Context: an optimization exercise on an open-source flow, tuned for small area and a short achievable clock period. The choices shown serve that exercise and are no tape-out recipe. Function was checked by simulation only, so behaviour that the tests miss may differ from the original. No activity file was given, so power comes from the tool's default toggle rates.

==> flow/design.v, too long to show whole: its modules and the start of the top module <==
// module cao_pipe: 842 lines
module cao_pipe (
    input  wire        clk,
    input  wire        rst,           
    input  wire [31:0] last_pc,       
    output wire        imem_en,
    output wire [31:0] imem_addr,
    input  wire [63:0] imem_rdata,
    output wire        dmem_en,
    output wire        dmem_we,
    output wire [11:0] dmem_addr,
    output wire [31:0] dmem_wdata,
    input  wire [31:0] dmem_rdata,
    output wire        halted,
    output wire        faulted,
    output wire [31:0] fault_addr,
    output wire [31:0] cycle_count,
    output wire [31:0] retired_count,
    input  wire [3:0]  dbg_sel,
    output wire [31:0] dbg_data
);
  // ...
==> flow/run.sh <==
#!/bin/bash
# synth_recipe.tcl (not shown) runs the flow's synth.tcl, then flattens the netlist and writes it again
# the make line also repeats each setting of config.mk as NAME=value (left out here)
make -C /OpenROAD-flow-scripts/flow DESIGN_CONFIG=/design/flow/config.mk WORK_HOME=/design/flow/orfs CLKGATE_MAP_FILE= SYNTH_SCRIPT=/design/flow/synth_recipe.tcl finish
==> flow/config.mk <==
export PLATFORM = sky130hd
export DESIGN_NAME = cao_pipe
export DESIGN_NICKNAME = cao_pipe
export VERILOG_FILES = /design/flow/design.v
export SDC_FILE = /design/flow/constraint.sdc
export NUM_CORES = 4
export LEC_CHECK = 0
export CAP_MARGIN = 20
export CELL_PAD_IN_SITES_DETAIL_PLACEMENT = 1
export CELL_PAD_IN_SITES_GLOBAL_PLACEMENT = 2
export CORE_MARGIN = 2
export CORE_UTILIZATION = 40
export PLACE_DENSITY = 0.55
export SETUP_SLACK_MARGIN = 5
export SLEW_MARGIN = 20
==> flow/constraint.sdc <==
create_clock -name core_clock -period 12.0 [get_ports {clk}]
set_input_delay 2.4000 -clock core_clock [delete_from_list [all_inputs] [get_ports {clk}]]
set_output_delay 2.4000 -clock core_clock [all_outputs]
set_load 0.01 [all_outputs]
==> summary.md, run 1 <==
| Metric | Value |
|---|---|
| Post-Synth XOR/XNOR Area | 6.801% |
| I/O Buffers | 326 |
| Reg2Reg Depth | 20 |
| Largest class | multi-input combinational cells |
| Hold depth | 0 |
| Status | finished clean |
| Post-synth cell types | 96 |
| Final hold slack | 0.4004 ns |
| Share of the synthesized area in the top cell type | 36.85% |
| Ys async rst share | 0% |
| Clock group | 3.24 mW |
| Starting density of the core | 40.16% |
| Worst Slack Setup Final | 4.990 ns |
| Antenna viol nets, final | 0 |
| Startpoint class of the critical path | primary input |
| Netlist Area Pre-Place | 0.05427 mm^2 |
| Worst slew margin | 16.42% |
| First-pass GRT wire length | 376200 um |
| Combinational power share | 68.1% |
| Number of flip-flops in the largest register | 512 |
| CTS tree | built |
| CP Capture Type | primary output |
| Placer Congestion | 0.9370 |
| Most frequent cells in the layout | edfxtp_1 (666), a22oi_1 (632), clkdlybuf4s50_1 (320) |
| Min Tclk post-route | 7.010 ns |
==> module cao_pipe, before the edit <==
module cao_pipe (
    input  wire        clk,
    input  wire        rst,           
    input  wire [31:0] last_pc,       
    output wire        imem_en,
    output wire [31:0] imem_addr,
    input  wire [63:0] imem_rdata,
    output wire        dmem_en,
    output wire        dmem_we,
    output wire [11:0] dmem_addr,
    output wire [31:0] dmem_wdata,
    input  wire [31:0] dmem_rdata,
    output wire        halted,
    output wire        faulted,
    output wire [31:0] fault_addr,
    output wire [31:0] cycle_count,
    output wire [31:0] retired_count,
    input  wire [3:0]  dbg_sel,
    output wire [31:0] dbg_data
);
    localparam [31:0] PC_BASE = 32'd4000;
    localparam [3:0] OP_ADD  = 4'd1,  OP_SUB  = 4'd2,  OP_MUL   = 4'd3,
                     OP_AND  = 4'd4,  OP_OR   = 4'd5,  OP_XOR   = 4'd6,
                     OP_MOVC = 4'd7,  OP_LOAD = 4'd8,  OP_STORE = 4'd9,
                     OP_BZ   = 4'd10, OP_BNZ  = 4'd11, OP_JUMP  = 4'd12,
                     OP_HALT = 4'd13;
    function use_a(input [3:0] op);    
        use_a = (op >= OP_ADD && op <= OP_XOR) || op == OP_LOAD ||
                op == OP_STORE || op == OP_JUMP;
    endfunction
    function use_b(input [3:0] op);    
        use_b = (op >= OP_ADD && op <= OP_XOR) || op == OP_STORE;
    endfunction
    function has_dest(input [3:0] op);
        has_dest = (op >= OP_ADD && op <= OP_MOVC) || op == OP_LOAD;
    endfunction
    reg        halted_r, faulted_r;
    reg [31:0] pc;
    reg        zf, zl, f_stall;
    reg [31:0] cyc, ret;
    reg [31:0] x [0:15];
    reg        d_v, d_last;
    reg [3:0]  d_op, d_rd, d_ra, d_rb;
    reg [31:0] d_imm;
    reg        e_v, e_ph, e_last;
    reg [3:0]  e_op, e_rd;
    reg [15:0] e_rah, e_rbh;           
    reg [31:0] e_imm;
    reg        m_v, m_wr, m_ld, m_st, m_mem, m_tk, m_fault, m_term;
    reg [3:0]  m_rd;
    reg [31:0] m_buf, m_cs;
    reg [8-1:0] m_top;              
    reg        w_v, w_wr, w_term;
    reg [3:0]  w_rd;
    reg [31:0] w_buf;
    wire run = ~halted_r & ~faulted_r;
    wire [31:0] npc     = m_tk ? m_buf : pc;            
    wire        ex_v    = e_v & ~m_tk;                  
    wire        ex_halt = ex_v & (e_op == OP_HALT);
    wire        ex_mul1 = ex_v & (e_op == OP_MUL) & ~e_ph;
    wire        ex_live = ex_v & ~ex_mul1;              
    wire        dv      = d_v & ~m_tk & ~ex_halt;        
    wire        e_pend  = e_v & has_dest(e_op);
    wire        haz_a   = use_a(d_op) & ((e_pend & (e_rd == d_ra)) |
                                         (m_wr   & (m_rd == d_ra)));
    wire        haz_b   = use_b(d_op) & ((e_pend & (e_rd == d_rb)) |
                                         (m_wr   & (m_rd == d_rb)));
    wire        stall   = dv & (ex_mul1 | haz_a | haz_b);
    wire        issue   = dv & ~ex_mul1 & ~haz_a & ~haz_b;
    wire        fetch   = ~f_stall & ~ex_halt & ~stall;
    wire [3:0]  i_op  = imem_rdata[63:60];
    wire        i_v   = (i_op != 4'd0);
    wire        i_st  = (i_op == OP_STORE);
    wire        i_br  = (i_op == OP_BZ) | (i_op == OP_BNZ);
    wire [3:0]  i_rs1 = imem_rdata[53:50];
    wire [3:0]  i_rs2 = imem_rdata[48:45];
    wire [31:0] i_imm = imem_rdata[31:0];
    wire [31:0] i_tgt = npc + i_imm;
    assign imem_en   = run & ~m_fault & fetch;
    assign imem_addr = npc;
    reg  [31:0] va, vb;
    integer j;
    always @(*) begin
        va = 32'd0;
        vb = 32'd0;
        for (j = 0; j < 16; j = j + 1) begin
            va = va | (x[j] & {32{e_rah[j]}});
            vb = vb | (x[j] & {32{e_rbh[j]}});
        end
    end
    wire        is_sub = (e_op == OP_SUB);
    wire [31:0] opb    = ((e_op == OP_ADD) | is_sub) ? vb : e_imm;
    wire [32:0] sum33  = {va, 1'b1} + {opb ^ {32{is_sub}}, is_sub};
    wire [31:0] sum    = sum33[32:1];
    wire        in_rng = (sum[31:12] == 20'd0);
    wire [31:0] mx = e_ph ? {va[15:0], 16'd0} : va;
    wire [15:0] my = e_ph ? vb[31:16] : vb[15:0];
    wire [31:0] m_val = (m_buf + m_cs) ^ {^m_top, 31'd0};    
    wire [31:0] mz    = e_ph ? m_val : 32'd0;
    wire bo0 = my[0] ^ 1'b0;
    wire bt0 = (my[1] & ~my[0] & ~1'b0) | (~my[1] & my[0] & 1'b0);
    wire bn0 = my[1] & ~(my[0] & 1'b0);
    wire pp1 = ((mx[0] & bo0) | (1'b0 & bt0)) ^ bn0;
    wire pp2 = ((mx[1] & bo0) | (mx[0] & bt0)) ^ bn0;
    wire pp3 = ((mx[2] & bo0) | (mx[1] & bt0)) ^ bn0;
    wire pp4 = ((mx[3] & bo0) | (mx[2] & bt0)) ^ bn0;
    wire pp5 = ((mx[4] & bo0) | (mx[3] & bt0)) ^ bn0;
    wire pp6 = ((mx[5] & bo0) | (mx[4] & bt0)) ^ bn0;
    wire pp7 = ((mx[6] & bo0) | (mx[5] & bt0)) ^ bn0;
    wire pp8 = ((mx[7] & bo0) | (mx[6] & bt0)) ^ bn0;
    wire pp9 = ((mx[8] & bo0) | (mx[7] & bt0)) ^ bn0;
    wire pp10 = ((mx[9] & bo0) | (mx[8] & bt0)) ^ bn0;
    wire pp11 = ((mx[10] & bo0) | (mx[9] & bt0)) ^ bn0;
    wire pp12 = ((mx[11] & bo0) | (mx[10] & bt0)) ^ bn0;
    wire pp13 = ((mx[12] & bo0) | (mx[11] & bt0)) ^ bn0;
    wire pp14 = ((mx[13] & bo0) | (mx[12] & bt0)) ^ bn0;
    wire pp15 = ((mx[14] & bo0) | (mx[13] & bt0)) ^ bn0;
    wire pp16 = ((mx[15] & bo0) | (mx[14] & bt0)) ^ bn0;
    wire pp17 = ((mx[16] & bo0) | (mx[15] & bt0)) ^ bn0;
    wire pp18 = ((mx[17] & bo0) | (mx[16] & bt0)) ^ bn0;
    wire pp19 = ((mx[18] & bo0) | (mx[17] & bt0)) ^ bn0;
    wire pp20 = ((mx[19] & bo0) | (mx[18] & bt0)) ^ bn0;
    wire pp21 = ((mx[20] & bo0) | (mx[19] & bt0)) ^ bn0;
    wire pp22 = ((mx[21] & bo0) | (mx[20] & bt0)) ^ bn0;
    wire pp23 = ((mx[22] & bo0) | (mx[21] & bt0)) ^ bn0;
    wire pp24 = ((mx[23] & bo0) | (mx[22] & bt0)) ^ bn0;
    wire pp25 = ((mx[24] & bo0) | (mx[23] & bt0)) ^ bn0;
    wire pp26 = ((mx[25] & bo0) | (mx[24] & bt0)) ^ bn0;
    wire pp27 = ((mx[26] & bo0) | (mx[25] & bt0)) ^ bn0;
    wire pp28 = ((mx[27] & bo0) | (mx[26] & bt0)) ^ bn0;
    wire pp29 = ((mx[28] & bo0) | (mx[27] & bt0)) ^ bn0;
    wire pp30 = ((mx[29] & bo0) | (mx[28] & bt0)) ^ bn0;
    wire pp31 = ((mx[30] & bo0) | (mx[29] & bt0)) ^ bn0;
    wire pp32 = ((mx[31] & bo0) | (mx[30] & bt0)) ^ bn0;
    wire bo1 = my[2] ^ my[1];
    wire bt1 = (my[3] & ~my[2] & ~my[1]) | (~my[3] & my[2] & my[1]);
    wire bn1 = my[3] & ~(my[2] & my[1]);
    wire pp33 = ((mx[0] & bo1) | (1'b0 & bt1)) ^ bn1;
    wire pp34 = ((mx[1] & bo1) | (mx[0] & bt1)) ^ bn1;
    wire pp35 = ((mx[2] & bo1) | (mx[1] & bt1)) ^ bn1;
    wire pp36 = ((mx[3] & bo1) | (mx[2] & bt1)) ^ bn1;
    wire pp37 = ((mx[4] & bo1) | (mx[3] & bt1)) ^ bn1;
    wire pp38 = ((mx[5] & bo1) | (mx[4] & bt1)) ^ bn1;
    wire pp39 = ((mx[6] & bo1) | (mx[5] & bt1)) ^ bn1;
    wire pp40 = ((mx[7] & bo1) | (mx[6] & bt1)) ^ bn1;
    wire pp41 = ((mx[8] & bo1) | (mx[7] & bt1)) ^ bn1;
    wire pp42 = ((mx[9] & bo1) | (mx[8] & bt1)) ^ bn1;
    wire pp43 = ((mx[10] & bo1) | (mx[9] & bt1)) ^ bn1;
    wire pp44 = ((mx[11] & bo1) | (mx[10] & bt1)) ^ bn1;
    wire pp45 = ((mx[12] & bo1) | (mx[11] & bt1)) ^ bn1;
    wire pp46 = ((mx[13] & bo1) | (mx[12] & bt1)) ^ bn1;
    wire pp47 = ((mx[14] & bo1) | (mx[13] & bt1)) ^ bn1;
    wire pp48 = ((mx[15] & bo1) | (mx[14] & bt1)) ^ bn1;
    wire pp49 = ((mx[16] & bo1) | (mx[15] & bt1)) ^ bn1;
    wire pp50 = ((mx[17] & bo1) | (mx[16] & bt1)) ^ bn1;
    wire pp51 = ((mx[18] & bo1) | (mx[17] & bt1)) ^ bn1;
    wire pp52 = ((mx[19] & bo1) | (mx[18] & bt1)) ^ bn1;
    wire pp53 = ((mx[20] & bo1) | (mx[19] & bt1)) ^ bn1;
    wire pp54 = ((mx[21] & bo1) | (mx[20] & bt1)) ^ bn1;
    wire pp55 = ((mx[22] & bo1) | (mx[21] & bt1)) ^ bn1;
    wire pp56 = ((mx[23] & bo1) | (mx[22] & bt1)) ^ bn1;
    wire pp57 = ((mx[24] & bo1) | (mx[23] & bt1)) ^ bn1;
    wire pp58 = ((mx[25] & bo1) | (mx[24] & bt1)) ^ bn1;
    wire pp59 = ((mx[26] & bo1) | (mx[25] & bt1)) ^ bn1;
    wire pp60 = ((mx[27] & bo1) | (mx[26] & bt1)) ^ bn1;
    wire pp61 = ((mx[28] & bo1) | (mx[27] & bt1)) ^ bn1;
    wire pp62 = ((mx[29] & bo1) | (mx[28] & bt1)) ^ bn1;
    wire bo2 = my[4] ^ my[3];
    wire bt2 = (my[5] & ~my[4] & ~my[3]) | (~my[5] & my[4] & my[3]);
    wire bn2 = my[5] & ~(my[4] & my[3]);
    wire pp63 = ((mx[0] & bo2) | (1'b0 & bt2)) ^ bn2;
    wire pp64 = ((mx[1] & bo2) | (mx[0] & bt2)) ^ bn2;
    wire pp65 = ((mx[2] & bo2) | (mx[1] & bt2)) ^ bn2;
    wire pp66 = ((mx[3] & bo2) | (mx[2] & bt2)) ^ bn2;
    wire pp67 = ((mx[4] & bo2) | (mx[3] & bt2)) ^ bn2;
    wire pp68 = ((mx[5] & bo2) | (mx[4] & bt2)) ^ bn2;
    wire pp69 = ((mx[6] & bo2) | (mx[5] & bt2)) ^ bn2;
    wire pp70 = ((mx[7] & bo2) | (mx[6] & bt2)) ^ bn2;
    wire pp71 = ((mx[8] & bo2) | (mx[7] & bt2)) ^ bn2;
    wire pp72 = ((mx[9] & bo2) | (mx[8] & bt2)) ^ bn2;
    wire pp73 = ((mx[10] & bo2) | (mx[9] & bt2)) ^ bn2;
    wire pp74 = ((mx[11] & bo2) | (mx[10] & bt2)) ^ bn2;
    wire pp75 = ((mx[12] & bo2) | (mx[11] & bt2)) ^ bn2;
    wire pp76 = ((mx[13] & bo2) | (mx[12] & bt2)) ^ bn2;
    wire pp77 = ((mx[14] & bo2) | (mx[13] & bt2)) ^ bn2;
    wire pp78 = ((mx[15] & bo2) | (mx[14] & bt2)) ^ bn2;
    wire pp79 = ((mx[16] & bo2) | (mx[15] & bt2)) ^ bn2;
    wire pp80 = ((mx[17] & bo2) | (mx[16] & bt2)) ^ bn2;
    wire pp81 = ((mx[18] & bo2) | (mx[17] & bt2)) ^ bn2;
    wire pp82 = ((mx[19] & bo2) | (mx[18] & bt2)) ^ bn2;
    wire pp83 = ((mx[20] & bo2) | (mx[19] & bt2)) ^ bn2;
    wire pp84 = ((mx[21] & bo2) | (mx[20] & bt2)) ^ bn2;
    wire pp85 = ((mx[22] & bo2) | (mx[21] & bt2)) ^ bn2;
    wire pp86 = ((mx[23] & bo2) | (mx[22] & bt2)) ^ bn2;
    wire pp87 = ((mx[24] & bo2) | (mx[23] & bt2)) ^ bn2;
    wire pp88 = ((mx[25] & bo2) | (mx[24] & bt2)) ^ bn2;
    wire pp89 = ((mx[26] & bo2) | (mx[25] & bt2)) ^ bn2;
    wire pp90 = ((mx[27] & bo2) | (mx[26] & bt2)) ^ bn2;
    wire bo3 = my[6] ^ my[5];
    wire bt3 = (my[7] & ~my[6] & ~my[5]) | (~my[7] & my[6] & my[5]);
    wire bn3 = my[7] & ~(my[6] & my[5]);
    wire pp91 = ((mx[0] & bo3) | (1'b0 & bt3)) ^ bn3;
    wire pp92 = ((mx[1] & bo3) | (mx[0] & bt3)) ^ bn3;
    wire pp93 = ((mx[2] & bo3) | (mx[1] & bt3)) ^ bn3;
    wire pp94 = ((mx[3] & bo3) | (mx[2] & bt3)) ^ bn3;
    wire pp95 = ((mx[4] & bo3) | (mx[3] & bt3)) ^ bn3;
    wire pp96 = ((mx[5] & bo3) | (mx[4] & bt3)) ^ bn3;
    wire pp97 = ((mx[6] & bo3) | (mx[5] & bt3)) ^ bn3;
    wire pp98 = ((mx[7] & bo3) | (mx[6] & bt3)) ^ bn3;
    wire pp99 = ((mx[8] & bo3) | (mx[7] & bt3)) ^ bn3;
    wire pp100 = ((mx[9] & bo3) | (mx[8] & bt3)) ^ bn3;
    wire pp101 = ((mx[10] & bo3) | (mx[9] & bt3)) ^ bn3;
    wire pp102 = ((mx[11] & bo3) | (mx[10] & bt3)) ^ bn3;
    wire pp103 = ((mx[12] & bo3) | (mx[11] & bt3)) ^ bn3;
    wire pp104 = ((mx[13] & bo3) | (mx[12] & bt3)) ^ bn3;
    wire pp105 = ((mx[14] & bo3) | (mx[13] & bt3)) ^ bn3;
    wire pp106 = ((mx[15] & bo3) | (mx[14] & bt3)) ^ bn3;
    wire pp107 = ((mx[16] & bo3) | (mx[15] & bt3)) ^ bn3;
    wire pp108 = ((mx[17] & bo3) | (mx[16] & bt3)) ^ bn3;
    wire pp109 = ((mx[18] & bo3) | (mx[17] & bt3)) ^ bn3;
    wire pp110 = ((mx[19] & bo3) | (mx[18] & bt3)) ^ bn3;
    wire pp111 = ((mx[20] & bo3) | (mx[19] & bt3)) ^ bn3;
    wire pp112 = ((mx[21] & bo3) | (mx[20] & bt3)) ^ bn3;
    wire pp113 = ((mx[22] & bo3) | (mx[21] & bt3)) ^ bn3;
    wire pp114 = ((mx[23] & bo3) | (mx[22] & bt3)) ^ bn3;
    wire pp115 = ((mx[24] & bo3) | (mx[23] & bt3)) ^ bn3;
    wire pp116 = ((mx[25] & bo3) | (mx[24] & bt3)) ^ bn3;
    wire bo4 = my[8] ^ my[7];
    wire bt4 = (my[9] & ~my[8] & ~my[7]) | (~my[9] & my[8] & my[7]);
    wire bn4 = my[9] & ~(my[8] & my[7]);
    wire pp117 = ((mx[0] & bo4) | (1'b0 & bt4)) ^ bn4;
    wire pp118 = ((mx[1] & bo4) | (mx[0] & bt4)) ^ bn4;
    wire pp119 = ((mx[2] & bo4) | (mx[1] & bt4)) ^ bn4;
    wire pp120 = ((mx[3] & bo4) | (mx[2] & bt4)) ^ bn4;
    wire pp121 = ((mx[4] & bo4) | (mx[3] & bt4)) ^ bn4;
    wire pp122 = ((mx[5] & bo4) | (mx[4] & bt4)) ^ bn4;
    wire pp123 = ((mx[6] & bo4) | (mx[5] & bt4)) ^ bn4;
    wire pp124 = ((mx[7] & bo4) | (mx[6] & bt4)) ^ bn4;
    wire pp125 = ((mx[8] & bo4) | (mx[7] & bt4)) ^ bn4;
    wire pp126 = ((mx[9] & bo4) | (mx[8] & bt4)) ^ bn4;
    wire pp127 = ((mx[10] & bo4) | (mx[9] & bt4)) ^ bn4;
    wire pp128 = ((mx[11] & bo4) | (mx[10] & bt4)) ^ bn4;
    wire pp129 = ((mx[12] & bo4) | (mx[11] & bt4)) ^ bn4;
    wire pp130 = ((mx[13] & bo4) | (mx[12] & bt4)) ^ bn4;
    wire pp131 = ((mx[14] & bo4) | (mx[13] & bt4)) ^ bn4;
    wire pp132 = ((mx[15] & bo4) | (mx[14] & bt4)) ^ bn4;
    wire pp133 = ((mx[16] & bo4) | (mx[15] & bt4)) ^ bn4;
    wire pp134 = ((mx[17] & bo4) | (mx[16] & bt4)) ^ bn4;
    wire pp135 = ((mx[18] & bo4) | (mx[17] & bt4)) ^ bn4;
    wire pp136 = ((mx[19] & bo4) | (mx[18] & bt4)) ^ bn4;
    wire pp137 = ((mx[20] & bo4) | (mx[19] & bt4)) ^ bn4;
    wire pp138 = ((mx[21] & bo4) | (mx[20] & bt4)) ^ bn4;
    wire pp139 = ((mx[22] & bo4) | (mx[21] & bt4)) ^ bn4;
    wire pp140 = ((mx[23] & bo4) | (mx[22] & bt4)) ^ bn4;
    wire bo5 = my[10] ^ my[9];
    wire bt5 = (my[11] & ~my[10] & ~my[9]) | (~my[11] & my[10] & my[9]);
    wire bn5 = my[11] & ~(my[10] & my[9]);
    wire pp141 = ((mx[0] & bo5) | (1'b0 & bt5)) ^ bn5;
    wire pp142 = ((mx[1] & bo5) | (mx[0] & bt5)) ^ bn5;
    wire pp143 = ((mx[2] & bo5) | (mx[1] & bt5)) ^ bn5;
    wire pp144 = ((mx[3] & bo5) | (mx[2] & bt5)) ^ bn5;
    wire pp145 = ((mx[4] & bo5) | (mx[3] & bt5)) ^ bn5;
    wire pp146 = ((mx[5] & bo5) | (mx[4] & bt5)) ^ bn5;
    wire pp147 = ((mx[6] & bo5) | (mx[5] & bt5)) ^ bn5;
    wire pp148 = ((mx[7] & bo5) | (mx[6] & bt5)) ^ bn5;
    wire pp149 = ((mx[8] & bo5) | (mx[7] & bt5)) ^ bn5;
    wire pp150 = ((mx[9] & bo5) | (mx[8] & bt5)) ^ bn5;
    wire pp151 = ((mx[10] & bo5) | (mx[9] & bt5)) ^ bn5;
    wire pp152 = ((mx[11] & bo5) | (mx[10] & bt5)) ^ bn5;
    wire pp153 = ((mx[12] & bo5) | (mx[11] & bt5)) ^ bn5;
    wire pp154 = ((mx[13] & bo5) | (mx[12] & bt5)) ^ bn5;
    wire pp155 = ((mx[14] & bo5) | (mx[13] & bt5)) ^ bn5;
    wire pp156 = ((mx[15] & bo5) | (mx[14] & bt5)) ^ bn5;
    wire pp157 = ((mx[16] & bo5) | (mx[15] & bt5)) ^ bn5;
    wire pp158 = ((mx[17] & bo5) | (mx[16] & bt5)) ^ bn5;
    wire pp159 = ((mx[18] & bo5) | (mx[17] & bt5)) ^ bn5;
    wire pp160 = ((mx[19] & bo5) | (mx[18] & bt5)) ^ bn5;
    wire pp161 = ((mx[20] & bo5) | (mx[19] & bt5)) ^ bn5;
    wire pp162 = ((mx[21] & bo5) | (mx[20] & bt5)) ^ bn5;
    wire bo6 = my[12] ^ my[11];
    wire bt6 = (my[13] & ~my[12] & ~my[11]) | (~my[13] & my[12] & my[11]);
    wire bn6 = my[13] & ~(my[12] & my[11]);
    wire pp163 = ((mx[0] & bo6) | (1'b0 & bt6)) ^ bn6;
    wire pp164 = ((mx[1] & bo6) | (mx[0] & bt6)) ^ bn6;
    wire pp165 = ((mx[2] & bo6) | (mx[1] & bt6)) ^ bn6;
    wire pp166 = ((mx[3] & bo6) | (mx[2] & bt6)) ^ bn6;
    wire pp167 = ((mx[4] & bo6) | (mx[3] & bt6)) ^ bn6;
    wire pp168 = ((mx[5] & bo6) | (mx[4] & bt6)) ^ bn6;
    wire pp169 = ((mx[6] & bo6) | (mx[5] & bt6)) ^ bn6;
    wire pp170 = ((mx[7] & bo6) | (mx[6] & bt6)) ^ bn6;
    wire pp171 = ((mx[8] & bo6) | (mx[7] & bt6)) ^ bn6;
    wire pp172 = ((mx[9] & bo6) | (mx[8] & bt6)) ^ bn6;
    wire pp173 = ((mx[10] & bo6) | (mx[9] & bt6)) ^ bn6;
    wire pp174 = ((mx[11] & bo6) | (mx[10] & bt6)) ^ bn6;
    wire pp175 = ((mx[12] & bo6) | (mx[11] & bt6)) ^ bn6;
    wire pp176 = ((mx[13] & bo6) | (mx[12] & bt6)) ^ bn6;
    wire pp177 = ((mx[14] & bo6) | (mx[13] & bt6)) ^ bn6;
    wire pp178 = ((mx[15] & bo6) | (mx[14] & bt6)) ^ bn6;
    wire pp179 = ((mx[16] & bo6) | (mx[15] & bt6)) ^ bn6;
    wire pp180 = ((mx[17] & bo6) | (mx[16] & bt6)) ^ bn6;
    wire pp181 = ((mx[18] & bo6) | (mx[17] & bt6)) ^ bn6;
    wire pp182 = ((mx[19] & bo6) | (mx[18] & bt6)) ^ bn6;
    wire bo7 = my[14] ^ my[13];
    wire bt7 = (my[15] & ~my[14] & ~my[13]) | (~my[15] & my[14] & my[13]);
    wire bn7 = my[15] & ~(my[14] & my[13]);
    wire pp183 = ((mx[0] & bo7) | (1'b0 & bt7)) ^ bn7;
    wire pp184 = ((mx[1] & bo7) | (mx[0] & bt7)) ^ bn7;
    wire pp185 = ((mx[2] & bo7) | (mx[1] & bt7)) ^ bn7;
    wire pp186 = ((mx[3] & bo7) | (mx[2] & bt7)) ^ bn7;
    wire pp187 = ((mx[4] & bo7) | (mx[3] & bt7)) ^ bn7;
    wire pp188 = ((mx[5] & bo7) | (mx[4] & bt7)) ^ bn7;
    wire pp189 = ((mx[6] & bo7) | (mx[5] & bt7)) ^ bn7;
    wire pp190 = ((mx[7] & bo7) | (mx[6] & bt7)) ^ bn7;
    wire pp191 = ((mx[8] & bo7) | (mx[7] & bt7)) ^ bn7;
    wire pp192 = ((mx[9] & bo7) | (mx[8] & bt7)) ^ bn7;
    wire pp193 = ((mx[10] & bo7) | (mx[9] & bt7)) ^ bn7;
    wire pp194 = ((mx[11] & bo7) | (mx[10] & bt7)) ^ bn7;
    wire pp195 = ((mx[12] & bo7) | (mx[11] & bt7)) ^ bn7;
    wire pp196 = ((mx[13] & bo7) | (mx[12] & bt7)) ^ bn7;
    wire pp197 = ((mx[14] & bo7) | (mx[13] & bt7)) ^ bn7;
    wire pp198 = ((mx[15] & bo7) | (mx[14] & bt7)) ^ bn7;
    wire pp199 = ((mx[16] & bo7) | (mx[15] & bt7)) ^ bn7;
    wire pp200 = ((mx[17] & bo7) | (mx[16] & bt7)) ^ bn7;
    wire pp201 = mx[0] & my[15];
    wire pp202 = mx[1] & my[15];
    wire pp203 = mx[2] & my[15];
    wire pp204 = mx[3] & my[15];
    wire pp205 = mx[4] & my[15];
    wire pp206 = mx[5] & my[15];
    wire pp207 = mx[6] & my[15];
    wire pp208 = mx[7] & my[15];
    wire pp209 = mx[8] & my[15];
    wire pp210 = mx[9] & my[15];
    wire pp211 = mx[10] & my[15];
    wire pp212 = mx[11] & my[15];
    wire pp213 = mx[12] & my[15];
    wire pp214 = mx[13] & my[15];
    wire pp215 = mx[14] & my[15];
    wire pp216 = mx[15] & my[15];
    wire hs217 = pp15 ^ pp45;
    wire hc218 = pp15 & pp45;
    wire hs219 = pp16 ^ pp46;
    wire hc220 = pp16 & pp46;
    wire fs221 = pp17 ^ pp47 ^ pp75;
    wire fc222 = (pp17 & pp47) | (pp17 & pp75) | (pp47 & pp75);
    wire fs223 = pp18 ^ pp48 ^ pp76;
    wire fc224 = (pp18 & pp48) | (pp18 & pp76) | (pp48 & pp76);
    wire fs225 = pp19 ^ pp49 ^ pp77;
    wire fc226 = (pp19 & pp49) | (pp19 & pp77) | (pp49 & pp77);
    wire fs227 = pp20 ^ pp50 ^ pp78;
    wire fc228 = (pp20 & pp50) | (pp20 & pp78) | (pp50 & pp78);
    wire fs229 = pp21 ^ pp51 ^ pp79;
    wire fc230 = (pp21 & pp51) | (pp21 & pp79) | (pp51 & pp79);
    wire fs231 = pp22 ^ pp52 ^ pp80;
    wire fc232 = (pp22 & pp52) | (pp22 & pp80) | (pp52 & pp80);
    wire fs233 = pp23 ^ pp53 ^ pp81;
    wire fc234 = (pp23 & pp53) | (pp23 & pp81) | (pp53 & pp81);
    wire fs235 = pp24 ^ pp54 ^ pp82;
    wire fc236 = (pp24 & pp54) | (pp24 & pp82) | (pp54 & pp82);
    wire fs237 = pp25 ^ pp55 ^ pp83;
    wire fc238 = (pp25 & pp55) | (pp25 & pp83) | (pp55 & pp83);
    wire fs239 = pp26 ^ pp56 ^ pp84;
    wire fc240 = (pp26 & pp56) | (pp26 & pp84) | (pp56 & pp84);
    wire fs241 = pp27 ^ pp57 ^ pp85;
    wire fc242 = (pp27 & pp57) | (pp27 & pp85) | (pp57 & pp85);
    wire fs243 = pp28 ^ pp58 ^ pp86;
    wire fc244 = (pp28 & pp58) | (pp28 & pp86) | (pp58 & pp86);
    wire fs245 = pp29 ^ pp59 ^ pp87;
    wire fc246 = (pp29 & pp59) | (pp29 & pp87) | (pp59 & pp87);
    wire fs247 = pp30 ^ pp60 ^ pp88;
    wire fc248 = (pp30 & pp60) | (pp30 & pp88) | (pp60 & pp88);
    wire fs249 = pp31 ^ pp61 ^ pp89;
    wire fc250 = (pp31 & pp61) | (pp31 & pp89) | (pp61 & pp89);
    wire hs251 = pp9 ^ pp39;
    wire hc252 = pp9 & pp39;
    wire hs253 = pp10 ^ pp40;
    wire hc254 = pp10 & pp40;
    wire fs255 = pp11 ^ pp41 ^ pp69;
    wire fc256 = (pp11 & pp41) | (pp11 & pp69) | (pp41 & pp69);
    wire hs257 = pp95 ^ pp119;
    wire hc258 = pp95 & pp119;
    wire fs259 = pp12 ^ pp42 ^ pp70;
    wire fc260 = (pp12 & pp42) | (pp12 & pp70) | (pp42 & pp70);
    wire hs261 = pp96 ^ pp120;
    wire hc262 = pp96 & pp120;
    wire fs263 = pp13 ^ pp43 ^ pp71;
    wire fc264 = (pp13 & pp43) | (pp13 & pp71) | (pp43 & pp71);
    wire fs265 = pp97 ^ pp121 ^ pp143;
    wire fc266 = (pp97 & pp121) | (pp97 & pp143) | (pp121 & pp143);
    wire hs267 = pp163 ^ bn6;
    wire hc268 = pp163 & bn6;
    wire fs269 = pp14 ^ pp44 ^ pp72;
    wire fc270 = (pp14 & pp44) | (pp14 & pp72) | (pp44 & pp72);
    wire fs271 = pp98 ^ pp122 ^ pp144;
    wire fc272 = (pp98 & pp122) | (pp98 & pp144) | (pp122 & pp144);
    wire hs273 = pp164 ^ mz[13];
    wire hc274 = pp164 & mz[13];
    wire fs275 = pp73 ^ pp99 ^ pp123;
    wire fc276 = (pp73 & pp99) | (pp73 & pp123) | (pp99 & pp123);
    wire fs277 = pp145 ^ pp165 ^ pp183;
    wire fc278 = (pp145 & pp165) | (pp145 & pp183) | (pp165 & pp183);
    wire fs279 = bn7 ^ mz[14] ^ hs217;
    wire fc280 = (bn7 & mz[14]) | (bn7 & hs217) | (mz[14] & hs217);
    wire fs281 = pp74 ^ pp100 ^ pp124;
    wire fc282 = (pp74 & pp100) | (pp74 & pp124) | (pp100 & pp124);
    wire fs283 = pp146 ^ pp166 ^ pp184;
    wire fc284 = (pp146 & pp166) | (pp146 & pp184) | (pp166 & pp184);
    wire fs285 = mz[15] ^ hs219 ^ hc218;
    wire fc286 = (mz[15] & hs219) | (mz[15] & hc218) | (hs219 & hc218);
    wire fs287 = pp101 ^ pp125 ^ pp147;
    wire fc288 = (pp101 & pp125) | (pp101 & pp147) | (pp125 & pp147);
    wire fs289 = pp167 ^ pp185 ^ pp201;
    wire fc290 = (pp167 & pp185) | (pp167 & pp201) | (pp185 & pp201);
    wire fs291 = mz[16] ^ fs221 ^ hc220;
    wire fc292 = (mz[16] & fs221) | (mz[16] & hc220) | (fs221 & hc220);
    wire fs293 = pp102 ^ pp126 ^ pp148;
    wire fc294 = (pp102 & pp126) | (pp102 & pp148) | (pp126 & pp148);
    wire fs295 = pp168 ^ pp186 ^ pp202;
    wire fc296 = (pp168 & pp186) | (pp168 & pp202) | (pp186 & pp202);
    wire fs297 = mz[17] ^ fs223 ^ fc222;
    wire fc298 = (mz[17] & fs223) | (mz[17] & fc222) | (fs223 & fc222);
    wire fs299 = pp103 ^ pp127 ^ pp149;
    wire fc300 = (pp103 & pp127) | (pp103 & pp149) | (pp127 & pp149);
    wire fs301 = pp169 ^ pp187 ^ pp203;
    wire fc302 = (pp169 & pp187) | (pp169 & pp203) | (pp187 & pp203);
    wire fs303 = mz[18] ^ fs225 ^ fc224;
    wire fc304 = (mz[18] & fs225) | (mz[18] & fc224) | (fs225 & fc224);
    wire fs305 = pp104 ^ pp128 ^ pp150;
    wire fc306 = (pp104 & pp128) | (pp104 & pp150) | (pp128 & pp150);
    wire fs307 = pp170 ^ pp188 ^ pp204;
    wire fc308 = (pp170 & pp188) | (pp170 & pp204) | (pp188 & pp204);
    wire fs309 = mz[19] ^ fs227 ^ fc226;
    wire fc310 = (mz[19] & fs227) | (mz[19] & fc226) | (fs227 & fc226);
    wire fs311 = pp105 ^ pp129 ^ pp151;
    wire fc312 = (pp105 & pp129) | (pp105 & pp151) | (pp129 & pp151);
    wire fs313 = pp171 ^ pp189 ^ pp205;
    wire fc314 = (pp171 & pp189) | (pp171 & pp205) | (pp189 & pp205);
    wire fs315 = mz[20] ^ fs229 ^ fc228;
    wire fc316 = (mz[20] & fs229) | (mz[20] & fc228) | (fs229 & fc228);
    wire fs317 = pp106 ^ pp130 ^ pp152;
    wire fc318 = (pp106 & pp130) | (pp106 & pp152) | (pp130 & pp152);
    wire fs319 = pp172 ^ pp190 ^ pp206;
    wire fc320 = (pp172 & pp190) | (pp172 & pp206) | (pp190 & pp206);
    wire fs321 = mz[21] ^ fs231 ^ fc230;
    wire fc322 = (mz[21] & fs231) | (mz[21] & fc230) | (fs231 & fc230);
    wire fs323 = pp107 ^ pp131 ^ pp153;
    wire fc324 = (pp107 & pp131) | (pp107 & pp153) | (pp131 & pp153);
    wire fs325 = pp173 ^ pp191 ^ pp207;
    wire fc326 = (pp173 & pp191) | (pp173 & pp207) | (pp191 & pp207);
    wire fs327 = mz[22] ^ fs233 ^ fc232;
    wire fc328 = (mz[22] & fs233) | (mz[22] & fc232) | (fs233 & fc232);
    wire fs329 = pp108 ^ pp132 ^ pp154;
    wire fc330 = (pp108 & pp132) | (pp108 & pp154) | (pp132 & pp154);
    wire fs331 = pp174 ^ pp192 ^ pp208;
    wire fc332 = (pp174 & pp192) | (pp174 & pp208) | (pp192 & pp208);
    wire fs333 = mz[23] ^ fs235 ^ fc234;
    wire fc334 = (mz[23] & fs235) | (mz[23] & fc234) | (fs235 & fc234);
    wire fs335 = pp109 ^ pp133 ^ pp155;
    wire fc336 = (pp109 & pp133) | (pp109 & pp155) | (pp133 & pp155);
    wire fs337 = pp175 ^ pp193 ^ pp209;
    wire fc338 = (pp175 & pp193) | (pp175 & pp209) | (pp193 & pp209);
    wire fs339 = mz[24] ^ fs237 ^ fc236;
    wire fc340 = (mz[24] & fs237) | (mz[24] & fc236) | (fs237 & fc236);
    wire fs341 = pp110 ^ pp134 ^ pp156;
    wire fc342 = (pp110 & pp134) | (pp110 & pp156) | (pp134 & pp156);
    wire fs343 = pp176 ^ pp194 ^ pp210;
    wire fc344 = (pp176 & pp194) | (pp176 & pp210) | (pp194 & pp210);
    wire fs345 = mz[25] ^ fs239 ^ fc238;
    wire fc346 = (mz[25] & fs239) | (mz[25] & fc238) | (fs239 & fc238);
    wire fs347 = pp111 ^ pp135 ^ pp157;
    wire fc348 = (pp111 & pp135) | (pp111 & pp157) | (pp135 & pp157);
    wire fs349 = pp177 ^ pp195 ^ pp211;
    wire fc350 = (pp177 & pp195) | (pp177 & pp211) | (pp195 & pp211);
    wire fs351 = mz[26] ^ fs241 ^ fc240;
    wire fc352 = (mz[26] & fs241) | (mz[26] & fc240) | (fs241 & fc240);
    wire fs353 = pp112 ^ pp136 ^ pp158;
    wire fc354 = (pp112 & pp136) | (pp112 & pp158) | (pp136 & pp158);
    wire fs355 = pp178 ^ pp196 ^ pp212;
    wire fc356 = (pp178 & pp196) | (pp178 & pp212) | (pp196 & pp212);
    wire fs357 = mz[27] ^ fs243 ^ fc242;
    wire fc358 = (mz[27] & fs243) | (mz[27] & fc242) | (fs243 & fc242);
    wire fs359 = pp113 ^ pp137 ^ pp159;
    wire fc360 = (pp113 & pp137) | (pp113 & pp159) | (pp137 & pp159);
    wire fs361 = pp179 ^ pp197 ^ pp213;
    wire fc362 = (pp179 & pp197) | (pp179 & pp213) | (pp197 & pp213);
    wire fs363 = mz[28] ^ fs245 ^ fc244;
    wire fc364 = (mz[28] & fs245) | (mz[28] & fc244) | (fs245 & fc244);
    wire fs365 = pp114 ^ pp138 ^ pp160;
    wire fc366 = (pp114 & pp138) | (pp114 & pp160) | (pp138 & pp160);
    wire fs367 = pp180 ^ pp198 ^ pp214;
    wire fc368 = (pp180 & pp198) | (pp180 & pp214) | (pp198 & pp214);
    wire fs369 = mz[29] ^ fs247 ^ fc246;
    wire fc370 = (mz[29] & fs247) | (mz[29] & fc246) | (fs247 & fc246);
    wire fs371 = pp115 ^ pp139 ^ pp161;
    wire fc372 = (pp115 & pp139) | (pp115 & pp161) | (pp139 & pp161);
    wire fs373 = pp181 ^ pp199 ^ pp215;
    wire fc374 = (pp181 & pp199) | (pp181 & pp215) | (pp199 & pp215);
    wire fs375 = mz[30] ^ fs249 ^ fc248;
    wire fc376 = (mz[30] & fs249) | (mz[30] & fc248) | (fs249 & fc248);
    wire hs377 = pp5 ^ pp35;
    wire hc378 = pp5 & pp35;
    wire hs379 = pp6 ^ pp36;
    wire hc380 = pp6 & pp36;
    wire fs381 = pp7 ^ pp37 ^ pp65;
    wire fc382 = (pp7 & pp37) | (pp7 & pp65) | (pp37 & pp65);
    wire hs383 = pp91 ^ bn3;
    wire hc384 = pp91 & bn3;
    wire fs385 = pp8 ^ pp38 ^ pp66;
    wire fc386 = (pp8 & pp38) | (pp8 & pp66) | (pp38 & pp66);
    wire hs387 = pp92 ^ mz[7];
    wire hc388 = pp92 & mz[7];
    wire fs389 = pp67 ^ pp93 ^ pp117;
    wire fc390 = (pp67 & pp93) | (pp67 & pp117) | (pp93 & pp117);
    wire fs391 = bn4 ^ mz[8] ^ hs251;
    wire fc392 = (bn4 & mz[8]) | (bn4 & hs251) | (mz[8] & hs251);
    wire fs393 = pp68 ^ pp94 ^ pp118;
    wire fc394 = (pp68 & pp94) | (pp68 & pp118) | (pp94 & pp118);
    wire fs395 = mz[9] ^ hs253 ^ hc252;
    wire fc396 = (mz[9] & hs253) | (mz[9] & hc252) | (hs253 & hc252);
    wire fs397 = pp141 ^ bn5 ^ mz[10];
    wire fc398 = (pp141 & bn5) | (pp141 & mz[10]) | (bn5 & mz[10]);
    wire fs399 = fs255 ^ hs257 ^ hc254;
    wire fc400 = (fs255 & hs257) | (fs255 & hc254) | (hs257 & hc254);
    wire fs401 = pp142 ^ mz[11] ^ fs259;
    wire fc402 = (pp142 & mz[11]) | (pp142 & fs259) | (mz[11] & fs259);
    wire fs403 = hs261 ^ fc256 ^ hc258;
    wire fc404 = (hs261 & fc256) | (hs261 & hc258) | (fc256 & hc258);
    wire fs405 = mz[12] ^ fs263 ^ fs265;
    wire fc406 = (mz[12] & fs263) | (mz[12] & fs265) | (fs263 & fs265);
    wire fs407 = hs267 ^ fc260 ^ hc262;
    wire fc408 = (hs267 & fc260) | (hs267 & hc262) | (fc260 & hc262);
    wire fs409 = fs269 ^ fs271 ^ hs273;
    wire fc410 = (fs269 & fs271) | (fs269 & hs273) | (fs271 & hs273);
    wire fs411 = fc264 ^ fc266 ^ hc268;
    wire fc412 = (fc264 & fc266) | (fc264 & hc268) | (fc266 & hc268);
    wire fs413 = fs275 ^ fs277 ^ fs279;
    wire fc414 = (fs275 & fs277) | (fs275 & fs279) | (fs277 & fs279);
    wire fs415 = fc270 ^ fc272 ^ hc274;
    wire fc416 = (fc270 & fc272) | (fc270 & hc274) | (fc272 & hc274);
    wire fs417 = fs281 ^ fs283 ^ fs285;
    wire fc418 = (fs281 & fs283) | (fs281 & fs285) | (fs283 & fs285);
    wire fs419 = fc276 ^ fc278 ^ fc280;
    wire fc420 = (fc276 & fc278) | (fc276 & fc280) | (fc278 & fc280);
    wire fs421 = fs287 ^ fs289 ^ fs291;
    wire fc422 = (fs287 & fs289) | (fs287 & fs291) | (fs289 & fs291);
    wire fs423 = fc282 ^ fc284 ^ fc286;
    wire fc424 = (fc282 & fc284) | (fc282 & fc286) | (fc284 & fc286);
    wire fs425 = fs293 ^ fs295 ^ fs297;
    wire fc426 = (fs293 & fs295) | (fs293 & fs297) | (fs295 & fs297);
    wire fs427 = fc288 ^ fc290 ^ fc292;
    wire fc428 = (fc288 & fc290) | (fc288 & fc292) | (fc290 & fc292);
    wire fs429 = fs299 ^ fs301 ^ fs303;
    wire fc430 = (fs299 & fs301) | (fs299 & fs303) | (fs301 & fs303);
    wire fs431 = fc294 ^ fc296 ^ fc298;
    wire fc432 = (fc294 & fc296) | (fc294 & fc298) | (fc296 & fc298);
    wire fs433 = fs305 ^ fs307 ^ fs309;
    wire fc434 = (fs305 & fs307) | (fs305 & fs309) | (fs307 & fs309);
    wire fs435 = fc300 ^ fc302 ^ fc304;
    wire fc436 = (fc300 & fc302) | (fc300 & fc304) | (fc302 & fc304);
    wire fs437 = fs311 ^ fs313 ^ fs315;
    wire fc438 = (fs311 & fs313) | (fs311 & fs315) | (fs313 & fs315);
    wire fs439 = fc306 ^ fc308 ^ fc310;
    wire fc440 = (fc306 & fc308) | (fc306 & fc310) | (fc308 & fc310);
    wire fs441 = fs317 ^ fs319 ^ fs321;
    wire fc442 = (fs317 & fs319) | (fs317 & fs321) | (fs319 & fs321);
    wire fs443 = fc312 ^ fc314 ^ fc316;
    wire fc444 = (fc312 & fc314) | (fc312 & fc316) | (fc314 & fc316);
    wire fs445 = fs323 ^ fs325 ^ fs327;
    wire fc446 = (fs323 & fs325) | (fs323 & fs327) | (fs325 & fs327);
    wire fs447 = fc318 ^ fc320 ^ fc322;
    wire fc448 = (fc318 & fc320) | (fc318 & fc322) | (fc320 & fc322);
    wire fs449 = fs329 ^ fs331 ^ fs333;
    wire fc450 = (fs329 & fs331) | (fs329 & fs333) | (fs331 & fs333);
    wire fs451 = fc324 ^ fc326 ^ fc328;
    wire fc452 = (fc324 & fc326) | (fc324 & fc328) | (fc326 & fc328);
    wire fs453 = fs335 ^ fs337 ^ fs339;
    wire fc454 = (fs335 & fs337) | (fs335 & fs339) | (fs337 & fs339);
    wire fs455 = fc330 ^ fc332 ^ fc334;
    wire fc456 = (fc330 & fc332) | (fc330 & fc334) | (fc332 & fc334);
    wire fs457 = fs341 ^ fs343 ^ fs345;
    wire fc458 = (fs341 & fs343) | (fs341 & fs345) | (fs343 & fs345);
    wire fs459 = fc336 ^ fc338 ^ fc340;
    wire fc460 = (fc336 & fc338) | (fc336 & fc340) | (fc338 & fc340);
    wire fs461 = fs347 ^ fs349 ^ fs351;
    wire fc462 = (fs347 & fs349) | (fs347 & fs351) | (fs349 & fs351);
    wire fs463 = fc342 ^ fc344 ^ fc346;
    wire fc464 = (fc342 & fc344) | (fc342 & fc346) | (fc344 & fc346);
    wire fs465 = fs353 ^ fs355 ^ fs357;
    wire fc466 = (fs353 & fs355) | (fs353 & fs357) | (fs355 & fs357);
    wire fs467 = fc348 ^ fc350 ^ fc352;
    wire fc468 = (fc348 & fc350) | (fc348 & fc352) | (fc350 & fc352);
    wire fs469 = fs359 ^ fs361 ^ fs363;
    wire fc470 = (fs359 & fs361) | (fs359 & fs363) | (fs361 & fs363);
    wire fs471 = fc354 ^ fc356 ^ fc358;
    wire fc472 = (fc354 & fc356) | (fc354 & fc358) | (fc356 & fc358);
    wire fs473 = fs365 ^ fs367 ^ fs369;
    wire fc474 = (fs365 & fs367) | (fs365 & fs369) | (fs367 & fs369);
    wire fs475 = fc360 ^ fc362 ^ fc364;
    wire fc476 = (fc360 & fc362) | (fc360 & fc364) | (fc362 & fc364);
    wire fs477 = fs371 ^ fs373 ^ fs375;
    wire fc478 = (fs371 & fs373) | (fs371 & fs375) | (fs373 & fs375);
    wire fs479 = fc366 ^ fc368 ^ fc370;
    wire fc480 = (fc366 & fc368) | (fc366 & fc370) | (fc368 & fc370);
    wire hs481 = pp3 ^ pp33;
    wire hc482 = pp3 & pp33;
    wire hs483 = pp4 ^ pp34;
    wire hc484 = pp4 & pp34;
    wire fs485 = pp63 ^ bn2 ^ mz[4];
    wire fc486 = (pp63 & bn2) | (pp63 & mz[4]) | (bn2 & mz[4]);
    wire fs487 = pp64 ^ mz[5] ^ hs379;
    wire fc488 = (pp64 & mz[5]) | (pp64 & hs379) | (mz[5] & hs379);
    wire fs489 = mz[6] ^ fs381 ^ hs383;
    wire fc490 = (mz[6] & fs381) | (mz[6] & hs383) | (fs381 & hs383);
    wire fs491 = fs385 ^ hs387 ^ fc382;
    wire fc492 = (fs385 & hs387) | (fs385 & fc382) | (hs387 & fc382);
    wire fs493 = fs389 ^ fs391 ^ fc386;
    wire fc494 = (fs389 & fs391) | (fs389 & fc386) | (fs391 & fc386);
    wire fs495 = fs393 ^ fs395 ^ fc390;
    wire fc496 = (fs393 & fs395) | (fs393 & fc390) | (fs395 & fc390);
    wire fs497 = fs397 ^ fs399 ^ fc394;
    wire fc498 = (fs397 & fs399) | (fs397 & fc394) | (fs399 & fc394);
    wire fs499 = fs401 ^ fs403 ^ fc398;
    wire fc500 = (fs401 & fs403) | (fs401 & fc398) | (fs403 & fc398);
    wire fs501 = fs405 ^ fs407 ^ fc402;
    wire fc502 = (fs405 & fs407) | (fs405 & fc402) | (fs407 & fc402);
    wire fs503 = fs409 ^ fs411 ^ fc406;
    wire fc504 = (fs409 & fs411) | (fs409 & fc406) | (fs411 & fc406);
    wire fs505 = fs413 ^ fs415 ^ fc410;
    wire fc506 = (fs413 & fs415) | (fs413 & fc410) | (fs415 & fc410);
    wire fs507 = fs417 ^ fs419 ^ fc414;
    wire fc508 = (fs417 & fs419) | (fs417 & fc414) | (fs419 & fc414);
    wire fs509 = fs421 ^ fs423 ^ fc418;
    wire fc510 = (fs421 & fs423) | (fs421 & fc418) | (fs423 & fc418);
    wire fs511 = fs425 ^ fs427 ^ fc422;
    wire fc512 = (fs425 & fs427) | (fs425 & fc422) | (fs427 & fc422);
    wire fs513 = fs429 ^ fs431 ^ fc426;
    wire fc514 = (fs429 & fs431) | (fs429 & fc426) | (fs431 & fc426);
    wire fs515 = fs433 ^ fs435 ^ fc430;
    wire fc516 = (fs433 & fs435) | (fs433 & fc430) | (fs435 & fc430);
    wire fs517 = fs437 ^ fs439 ^ fc434;
    wire fc518 = (fs437 & fs439) | (fs437 & fc434) | (fs439 & fc434);
    wire fs519 = fs441 ^ fs443 ^ fc438;
    wire fc520 = (fs441 & fs443) | (fs441 & fc438) | (fs443 & fc438);
    wire fs521 = fs445 ^ fs447 ^ fc442;
    wire fc522 = (fs445 & fs447) | (fs445 & fc442) | (fs447 & fc442);
    wire fs523 = fs449 ^ fs451 ^ fc446;
    wire fc524 = (fs449 & fs451) | (fs449 & fc446) | (fs451 & fc446);
    wire fs525 = fs453 ^ fs455 ^ fc450;
    wire fc526 = (fs453 & fs455) | (fs453 & fc450) | (fs455 & fc450);
    wire fs527 = fs457 ^ fs459 ^ fc454;
    wire fc528 = (fs457 & fs459) | (fs457 & fc454) | (fs459 & fc454);
    wire fs529 = fs461 ^ fs463 ^ fc458;
    wire fc530 = (fs461 & fs463) | (fs461 & fc458) | (fs463 & fc458);
    wire fs531 = fs465 ^ fs467 ^ fc462;
    wire fc532 = (fs465 & fs467) | (fs465 & fc462) | (fs467 & fc462);
    wire fs533 = fs469 ^ fs471 ^ fc466;
    wire fc534 = (fs469 & fs471) | (fs469 & fc466) | (fs471 & fc466);
    wire fs535 = fs473 ^ fs475 ^ fc470;
    wire fc536 = (fs473 & fs475) | (fs473 & fc470) | (fs475 & fc470);
    wire fs537 = fs477 ^ fs479 ^ fc474;
    wire fc538 = (fs477 & fs479) | (fs477 & fc474) | (fs479 & fc474);
    wire hs539 = pp1 ^ bn0;
    wire hc540 = pp1 & bn0;
    wire hs541 = pp2 ^ mz[1];
    wire hc542 = pp2 & mz[1];
    wire fs543 = bn1 ^ mz[2] ^ hs481;
    wire fc544 = (bn1 & mz[2]) | (bn1 & hs481) | (mz[2] & hs481);
    wire fs545 = mz[3] ^ hs483 ^ hc482;
    wire fc546 = (mz[3] & hs483) | (mz[3] & hc482) | (hs483 & hc482);
    wire fs547 = hs377 ^ fs485 ^ hc484;
    wire fc548 = (hs377 & fs485) | (hs377 & hc484) | (fs485 & hc484);
    wire fs549 = hc378 ^ fs487 ^ fc486;
    wire fc550 = (hc378 & fs487) | (hc378 & fc486) | (fs487 & fc486);
    wire fs551 = hc380 ^ fs489 ^ fc488;
    wire fc552 = (hc380 & fs489) | (hc380 & fc488) | (fs489 & fc488);
    wire fs553 = hc384 ^ fs491 ^ fc490;
    wire fc554 = (hc384 & fs491) | (hc384 & fc490) | (fs491 & fc490);
    wire fs555 = hc388 ^ fs493 ^ fc492;
    wire fc556 = (hc388 & fs493) | (hc388 & fc492) | (fs493 & fc492);
    wire fs557 = fc392 ^ fs495 ^ fc494;
    wire fc558 = (fc392 & fs495) | (fc392 & fc494) | (fs495 & fc494);
    wire fs559 = fc396 ^ fs497 ^ fc496;
    wire fc560 = (fc396 & fs497) | (fc396 & fc496) | (fs497 & fc496);
    wire fs561 = fc400 ^ fs499 ^ fc498;
    wire fc562 = (fc400 & fs499) | (fc400 & fc498) | (fs499 & fc498);
    wire fs563 = fc404 ^ fs501 ^ fc500;
    wire fc564 = (fc404 & fs501) | (fc404 & fc500) | (fs501 & fc500);
    wire fs565 = fc408 ^ fs503 ^ fc502;
    wire fc566 = (fc408 & fs503) | (fc408 & fc502) | (fs503 & fc502);
    wire fs567 = fc412 ^ fs505 ^ fc504;
    wire fc568 = (fc412 & fs505) | (fc412 & fc504) | (fs505 & fc504);
    wire fs569 = fc416 ^ fs507 ^ fc506;
    wire fc570 = (fc416 & fs507) | (fc416 & fc506) | (fs507 & fc506);
    wire fs571 = fc420 ^ fs509 ^ fc508;
    wire fc572 = (fc420 & fs509) | (fc420 & fc508) | (fs509 & fc508);
    wire fs573 = fc424 ^ fs511 ^ fc510;
    wire fc574 = (fc424 & fs511) | (fc424 & fc510) | (fs511 & fc510);
    wire fs575 = fc428 ^ fs513 ^ fc512;
    wire fc576 = (fc428 & fs513) | (fc428 & fc512) | (fs513 & fc512);
    wire fs577 = fc432 ^ fs515 ^ fc514;
    wire fc578 = (fc432 & fs515) | (fc432 & fc514) | (fs515 & fc514);
    wire fs579 = fc436 ^ fs517 ^ fc516;
    wire fc580 = (fc436 & fs517) | (fc436 & fc516) | (fs517 & fc516);
    wire fs581 = fc440 ^ fs519 ^ fc518;
    wire fc582 = (fc440 & fs519) | (fc440 & fc518) | (fs519 & fc518);
    wire fs583 = fc444 ^ fs521 ^ fc520;
    wire fc584 = (fc444 & fs521) | (fc444 & fc520) | (fs521 & fc520);
    wire fs585 = fc448 ^ fs523 ^ fc522;
    wire fc586 = (fc448 & fs523) | (fc448 & fc522) | (fs523 & fc522);
    wire fs587 = fc452 ^ fs525 ^ fc524;
    wire fc588 = (fc452 & fs525) | (fc452 & fc524) | (fs525 & fc524);
    wire fs589 = fc456 ^ fs527 ^ fc526;
    wire fc590 = (fc456 & fs527) | (fc456 & fc526) | (fs527 & fc526);
    wire fs591 = fc460 ^ fs529 ^ fc528;
    wire fc592 = (fc460 & fs529) | (fc460 & fc528) | (fs529 & fc528);
    wire fs593 = fc464 ^ fs531 ^ fc530;
    wire fc594 = (fc464 & fs531) | (fc464 & fc530) | (fs531 & fc530);
    wire fs595 = fc468 ^ fs533 ^ fc532;
    wire fc596 = (fc468 & fs533) | (fc468 & fc532) | (fs533 & fc532);
    wire fs597 = fc472 ^ fs535 ^ fc534;
    wire fc598 = (fc472 & fs535) | (fc472 & fc534) | (fs535 & fc534);
    wire fs599 = fc476 ^ fs537 ^ fc536;
    wire fc600 = (fc476 & fs537) | (fc476 & fc536) | (fs537 & fc536);
    wire top31 = pp32 ^ pp62 ^ pp90 ^ pp116 ^ pp140 ^ pp162 ^ pp182 ^ pp200 ^ pp216 ^ mz[31];
    localparam MTOPW = 8;
    wire [7:0] mtop = {fc250, fc372, fc374, fc376, fc478, fc480, fc538, fc600};
    wire [31:0] mra = {top31, fs599, fs597, fs595, fs593, fs591, fs589, fs587, fs585, fs583, fs581, fs579, fs577, fs575, fs573, fs571, fs569, fs567, fs565, fs563, fs561, fs559, fs557, fs555, fs553, fs551, fs549, fs547, fs545, fs543, hs541, mz[0]};
    wire [31:0] mrb = {1'b0, fc598, fc596, fc594, fc592, fc590, fc588, fc586, fc584, fc582, fc580, fc578, fc576, fc574, fc572, fc570, fc568, fc566, fc564, fc562, fc560, fc558, fc556, fc554, fc552, fc550, fc548, fc546, fc544, hc542, hc540, hs539};
    reg [31:0] exr;
    always @(*) begin
        case (e_op)
            OP_ADD, OP_SUB, OP_JUMP: exr = sum;
            OP_LOAD, OP_STORE: exr = vb;
            OP_AND:   exr = va & vb;
            OP_OR:    exr = va | vb;
            OP_XOR:   exr = va ^ vb;
            OP_MUL:   exr = mra;
            default:  exr = e_imm;
        endcase
    end
    wire        zf_cur = zl ? (m_val == 32'd0) : zf;
    wire taken  = (e_op == OP_JUMP) | ((e_op == OP_BZ) & zf_cur) |
                  ((e_op == OP_BNZ) & ~zf_cur);
    wire is_ls  = (e_op == OP_LOAD) | (e_op == OP_STORE);
    assign dmem_en    = run & m_mem;
    assign dmem_we    = m_st;
    assign dmem_addr  = m_cs[11:0];
    assign dmem_wdata = m_buf;
    assign halted        = halted_r;
    assign faulted       = faulted_r;
    assign fault_addr    = m_cs;
    assign cycle_count   = cyc;
    assign retired_count = ret;
    assign dbg_data      = x[dbg_sel];
    wire        wen   = run & w_wr;
    wire [31:0] wdata = rst ? 32'd0 : w_buf;
    integer i;
    always @(posedge clk) begin
        for (i = 0; i < 16; i = i + 1)
            if (rst | (wen & (w_rd == i)))
                x[i] <= wdata;
    end
    always @(posedge clk) begin
        if (!stall) begin
            d_op   <= i_op;
            d_rd   <= imem_rdata[58:55];
            d_ra   <= i_st ? i_rs2 : i_rs1;
            d_rb   <= i_st ? i_rs1 : i_rs2;
            d_imm  <= i_br ? i_tgt : i_imm;
            d_last <= (npc == last_pc);
        end
        if (!ex_mul1) begin
            e_op   <= d_op;
            e_rd   <= d_rd;
            e_rah  <= 16'd1 << d_ra;
            e_rbh  <= 16'd1 << d_rb;
            e_imm  <= d_imm;
            e_last <= d_last;
        end
        e_ph   <= ex_mul1;
        m_rd   <= e_rd;
        m_ld   <= (e_op == OP_LOAD);
        m_st   <= (e_op == OP_STORE);
        m_term <= (e_op == OP_HALT) | e_last;
        m_buf  <= exr;
        if (!(faulted_r | m_fault))
            m_cs <= (e_op == OP_MUL) ? mrb : (is_ls ? sum : 32'd0);
        m_top  <= (e_op == OP_MUL) ? mtop : {8{1'b0}};
        w_rd   <= m_rd;
        w_buf  <= m_ld ? dmem_rdata : m_val;
    end
    always @(posedge clk) begin
        if (rst) begin
            halted_r  <= 1'b0;
            faulted_r <= 1'b0;
            pc        <= PC_BASE;
            zf        <= 1'b0;
            zl        <= 1'b0;
            f_stall   <= 1'b0;
            cyc       <= 32'd0;
            ret       <= 32'd0;
            d_v       <= 1'b0;
            e_v       <= 1'b0;
            m_v       <= 1'b0;
            m_wr      <= 1'b0;
            m_mem     <= 1'b0;
            m_tk      <= 1'b0;
            m_fault   <= 1'b0;
            w_v       <= 1'b0;
            w_wr      <= 1'b0;
            w_term    <= 1'b0;
        end else begin
            if (run) begin
                if (m_fault)
                    faulted_r <= 1'b1;
                else if (w_term)
                    halted_r <= 1'b1;
                if (!m_fault)
                    cyc <= cyc + 32'd1;
                if (w_v)
                    ret <= ret + 32'd1;
            end
            pc      <= (fetch & i_v) ? npc + 32'd4 : npc;
            zf      <= zf_cur;
            zl      <= ex_live & ((e_op == OP_ADD) | is_sub | (e_op == OP_MUL));
            if (ex_halt)
                f_stall <= 1'b1;
            if (!stall)
                d_v <= fetch & i_v;
            if (!ex_mul1)
                e_v <= issue;
            m_v     <= ex_live;
            m_wr    <= ex_live & has_dest(e_op);
            m_mem   <= ex_live & is_ls & in_rng;
            m_fault <= ex_live & is_ls & ~in_rng;
            m_tk    <= ex_live & taken;
            w_v     <= m_v;
            w_wr    <= m_wr;
            w_term  <= m_v & m_term;
        end
    end
endmodule
==> inputs of run 2 (changes only) <==
--- a/flow/design.v
+++ b/flow/design.v
@@ -774,9 +774,9 @@
             e_rd   <= d_rd;
             e_rah  <= 16'd1 << d_ra;
             e_rbh  <= 16'd1 << d_rb;
-            e_imm  <= d_imm;
             e_last <= d_last;
         end
+        e_imm  <= d_imm;                  
         e_ph   <= ex_mul1;
         m_rd   <= e_rd;
         m_ld   <= (e_op == OP_LOAD);
@@ -815,11 +815,9 @@
                     faulted_r <= 1'b1;
                 else if (w_term)
                     halted_r <= 1'b1;
-                if (!m_fault)
-                    cyc <= cyc + 32'd1;
-                if (w_v)
-                    ret <= ret + 32'd1;
             end
+            cyc     <= cyc + {31'd0, run & ~m_fault};
+            ret     <= ret + {31'd0, run & w_v};
             pc      <= (fetch & i_v) ? npc + 32'd4 : npc;
             zf      <= zf_cur;
             zl      <= ex_live & ((e_op == OP_ADD) | is_sub | (e_op == OP_MUL));
==> flow/flow/run.sh (new file) <==
#!/bin/bash
# The standard layout, with two changes to how ORFS optimises it:
#  - the ports are buffered with buf_1 cells instead of ORFS's default pick
#    (a slow delay cell), still one buffer on every input and output port;
#  - repair_timing aims for a setup slack of 5.5 ns instead of 0.
# Synthesis, floorplan, power grid, tap cells, CTS and routing are the standard flow's own
# (standard.sh); the clock and constraints are unchanged.
set -euo pipefail
cat >> config.mk << 'X'
export SETUP_SLACK_MARGIN = 5.5
export BUFFER_PORTS_ARGS = -buffer_cell sky130_fd_sc_hd__buf_1
X
bash standard.sh > standard_make.log 2>&1
==> flow/standard.sh (new file) <==
#!/bin/bash
# synth_recipe.tcl (not shown) runs the flow's synth.tcl, then flattens the netlist and writes it again
# the make line also repeats each setting of config.mk as NAME=value (left out here)
make -C /OpenROAD-flow-scripts/flow DESIGN_CONFIG=/design/flow/config.mk WORK_HOME=/design/flow/orfs CLKGATE_MAP_FILE= SYNTH_SCRIPT=/design/flow/synth_recipe.tcl "${@:-finish}"
==> flow/config.mk (replaced) <==
export PLATFORM = sky130hd
export DESIGN_NAME = cao_pipe
export DESIGN_NICKNAME = cao_pipe
export VERILOG_FILES = /design/flow/design.v
export SDC_FILE = /design/flow/constraint.sdc
export NUM_CORES = 4
export LEC_CHECK = 0
export CAP_MARGIN = 10
export CELL_PAD_IN_SITES_DETAIL_PLACEMENT = 1
export CELL_PAD_IN_SITES_GLOBAL_PLACEMENT = 2
export CORE_MARGIN = 2
export CORE_UTILIZATION = 40
export CTS_BUF_LIST = sky130_fd_sc_hd__clkbuf_8
export CTS_CLUSTER_SIZE = 24
export PLACE_DENSITY = 0.55
export SLEW_MARGIN = 10
export SETUP_SLACK_MARGIN = 5.5
export BUFFER_PORTS_ARGS = -buffer_cell sky130_fd_sc_hd__buf_1
removed: flow/run.sh
==> run 2 against run 1 <==
  * Clock power shrank 8.0%
  * Final area down 0.19%
  * Register-to-register slack improved by 0.40 ns
  * First-iteration DRC count rose by 8.2%
  * Global-route usage up 0.27 points
  * Sequential cell count did not move
  * Clock-buffer cell count up 43
  * Synthesized cell count is 1.7% higher
  * Die area is 0.13% higher
  * Worst setup slack better by 0.39 ns
  * Wire length increased by 1.4%
  * Synthesized area rose by 0.13%
  * Largest cell class unchanged
==> summary.md, run 2 <==
| Metric | Value |
|---|---|
| I/O Buffers | 326 (unchanged) |
| Peak supply drop | 0.001190 V (was 0.0009894 V) |
| CTS Root Cell | clkbuf_8 (was clkbuf_16) |
| Netlist Area Pre-Place | 0.05434 mm^2 (was 0.05427 mm^2) |
| Final worst-path cycle share | 55.20% (was 58.42%) |
| Worst Slack Setup Final | 5.375 ns (was 4.990 ns) |
| TritonCTS Sinks | 861 (unchanged) |
| DRT Wirelength | 278400 um (was 274600 um) |
| First-pass GRT wire length | 379800 um (was 376200 um) |
| CP Capture Type | primary output (unchanged) |
| Startpoint class of the critical path | primary input (unchanged) |
| Starting density of the core | 40.21% (was 40.16%) |
| Ys flop type | edfxtp_1 (unchanged) |
| Final Hold Viols | 0 (unchanged) |
| Min Tclk post-route | 6.625 ns (was 7.010 ns) |
| Max-Cap Viols | 0 (unchanged) |
| Post-synth cell types | 94 (was 96) |
| Fill cell count | 14.70k (was 14.52k) |
| Number of flip-flops in the largest register | 512 (unchanged) |
| Status | finished clean (unchanged) |
| Critical path class | in2out (unchanged) |
| Ys async rst share | 0% (unchanged) |
| Hold crit path type | reg2reg (unchanged) |
| Antenna viol nets, final | 0 (unchanged) |
| Total Routing Usage GR | 38.78% (was 38.52%) |
| Worst slew margin | 16.39% (was 16.42%) |
| Residual DRC count | 0 (unchanged) |
| Leakage | 24.51 nW (was 24.20 nW) |
| Setup TNS | 0 ns (unchanged) |
| Most frequent cells in the layout | edfxtp_1 (634), a22oi_1 (603), inv_1 (332) (was edfxtp_1 (666), a22oi_1 (632), clkdlybuf4s50_1 (320)) |
| Initial DRC Count | 7997 (was 7392) |
| CTS tree | built (unchanged) |
| Placer Congestion | 0.9309 (was 0.9370) |
| Share of the synthesized area in the top cell type | 35.03% (was 36.85%) |
==> run 2: changes by cell type after synthesis, sizes merged, moves of 30 or more <==
cell    delta
clkbuf    +31
edfxtp    -32
buf       -31
xnor2     -32
dfxtp     +32
xor2      +30
==> run 2: logic make-up after synthesis <==
family                   share of synthesized area (%)
AND/OR/NAND/NOR                                  10.66
multiplexers                                     1.906
buffers and inverters                            5.075
XOR/XNOR                                         6.788
flip-flops                                       43.40
AO/OA/AOI/OAI                                    21.68
adder cells (fa/ha/maj)                          10.49
==> run 2: worst max-delay path, cell delays in order <==
cell       delay, ns
buf_12          0.12
nand2b_4        0.19
nor3_4          0.15
buf_4           0.15
clkbuf_16       0.20
buf_6           0.21
a22oi_1         0.11
nand4_1         0.13
o22a_1          0.31
buf_1           0.23
==> run 2: repair_timing <==
action / 4_1_cts / 5_1_grt
resized for setup: 237 / 188
cloned: 7 / 12
endpoints found under the setup margin: 90 / 54
pin swaps: 37 / 93
buffers inserted: 44 / 64
==> run 2: report_power, final <==
part / internal (mW) / total, mW / switching, mW
sequential: 3.87 / 4.44 / 0.567
combinational: 6.27 / 16.8 / 10.5
clock: 1.58 / 2.98 / 1.41
total: 11.7 / 24.2 / 12.5
==> run 2: through the flow <==
stage	utilization [%]	hold slack (ns)	area, um^2
after floorplan	-	0.3233	54340
after global placement	42.90	0.3250	57970
after detailed placement	42.90	0.3285	57970
after CTS	46.44	0.3365	62760
after global routing	47.59	0.3440	64310
final	47.60	0.3338	64320
==> run 2: path summary, 6_finish.rpt <==
path | end | slack (ns) | cells past startpoint
worst min-delay path | e_imm[14] | 0.33 | 0
worst max register to register | m_buf[25] | 5.46 | 22
worst max-delay path | dbg_data[21] | 5.38 | 10
worst min register to register | e_imm[14] | 0.33 | 0
==> run 2: area by class of cell <==
| type | count | area [um^2] | area share (%) |
|---|---|---|---|
| well taps | 1781 | 2228 | 3.464 |
| inverters | 319 | 1220 | 1.897 |
| repair buffers | 629 | 4697 | 7.302 |
| repair inverters | 1 | 7.507 | 0.01167 |
| diodes | 7 | 17.52 | 0.02723 |
| flip-flops and latches | 861 | 23590 | 36.67 |
| clock inverters | 116 | 915.9 | 1.424 |
| clock buffers | 171 | 2354 | 3.659 |
| multi-input cells | 3645 | 29300 | 45.55 |
==> run 2: layer usage <==
layer | global-route usage, % | wire length (um) | part of all wire [%]
met5 | 0 | 57 | 0.020
met3 | 12.06 | 37030 | 13
met2 | 52.34 | 110300 | 40
met1 | 55.23 | 115400 | 41
met4 | 19.74 | 15560 | 5.6

[static timing again, ports no longer ideal]
How much do the figures lean on ideal ports? The routed layouts below were timed once more, with nothing changed but the port constraints. Step 1 assumes that a clkbuf_16 drives the clock port and a buf_2 every other input. Step 2 times the ports against the registers' clock, not the clock port: input delays grow and output delays shrink by t, the midpoint of the rising clock arrivals with the driver on. a / b / c = ideal ports / drivers / drivers and shift; a / b = the first two.
run	shift t [ns]	slack for setup (ns)
run 1	0.810	4.990 / 4.968 / 4.968
run 2	0.978	5.375 / 5.328 / 5.328
After both steps every run listed still meets setup and hold.
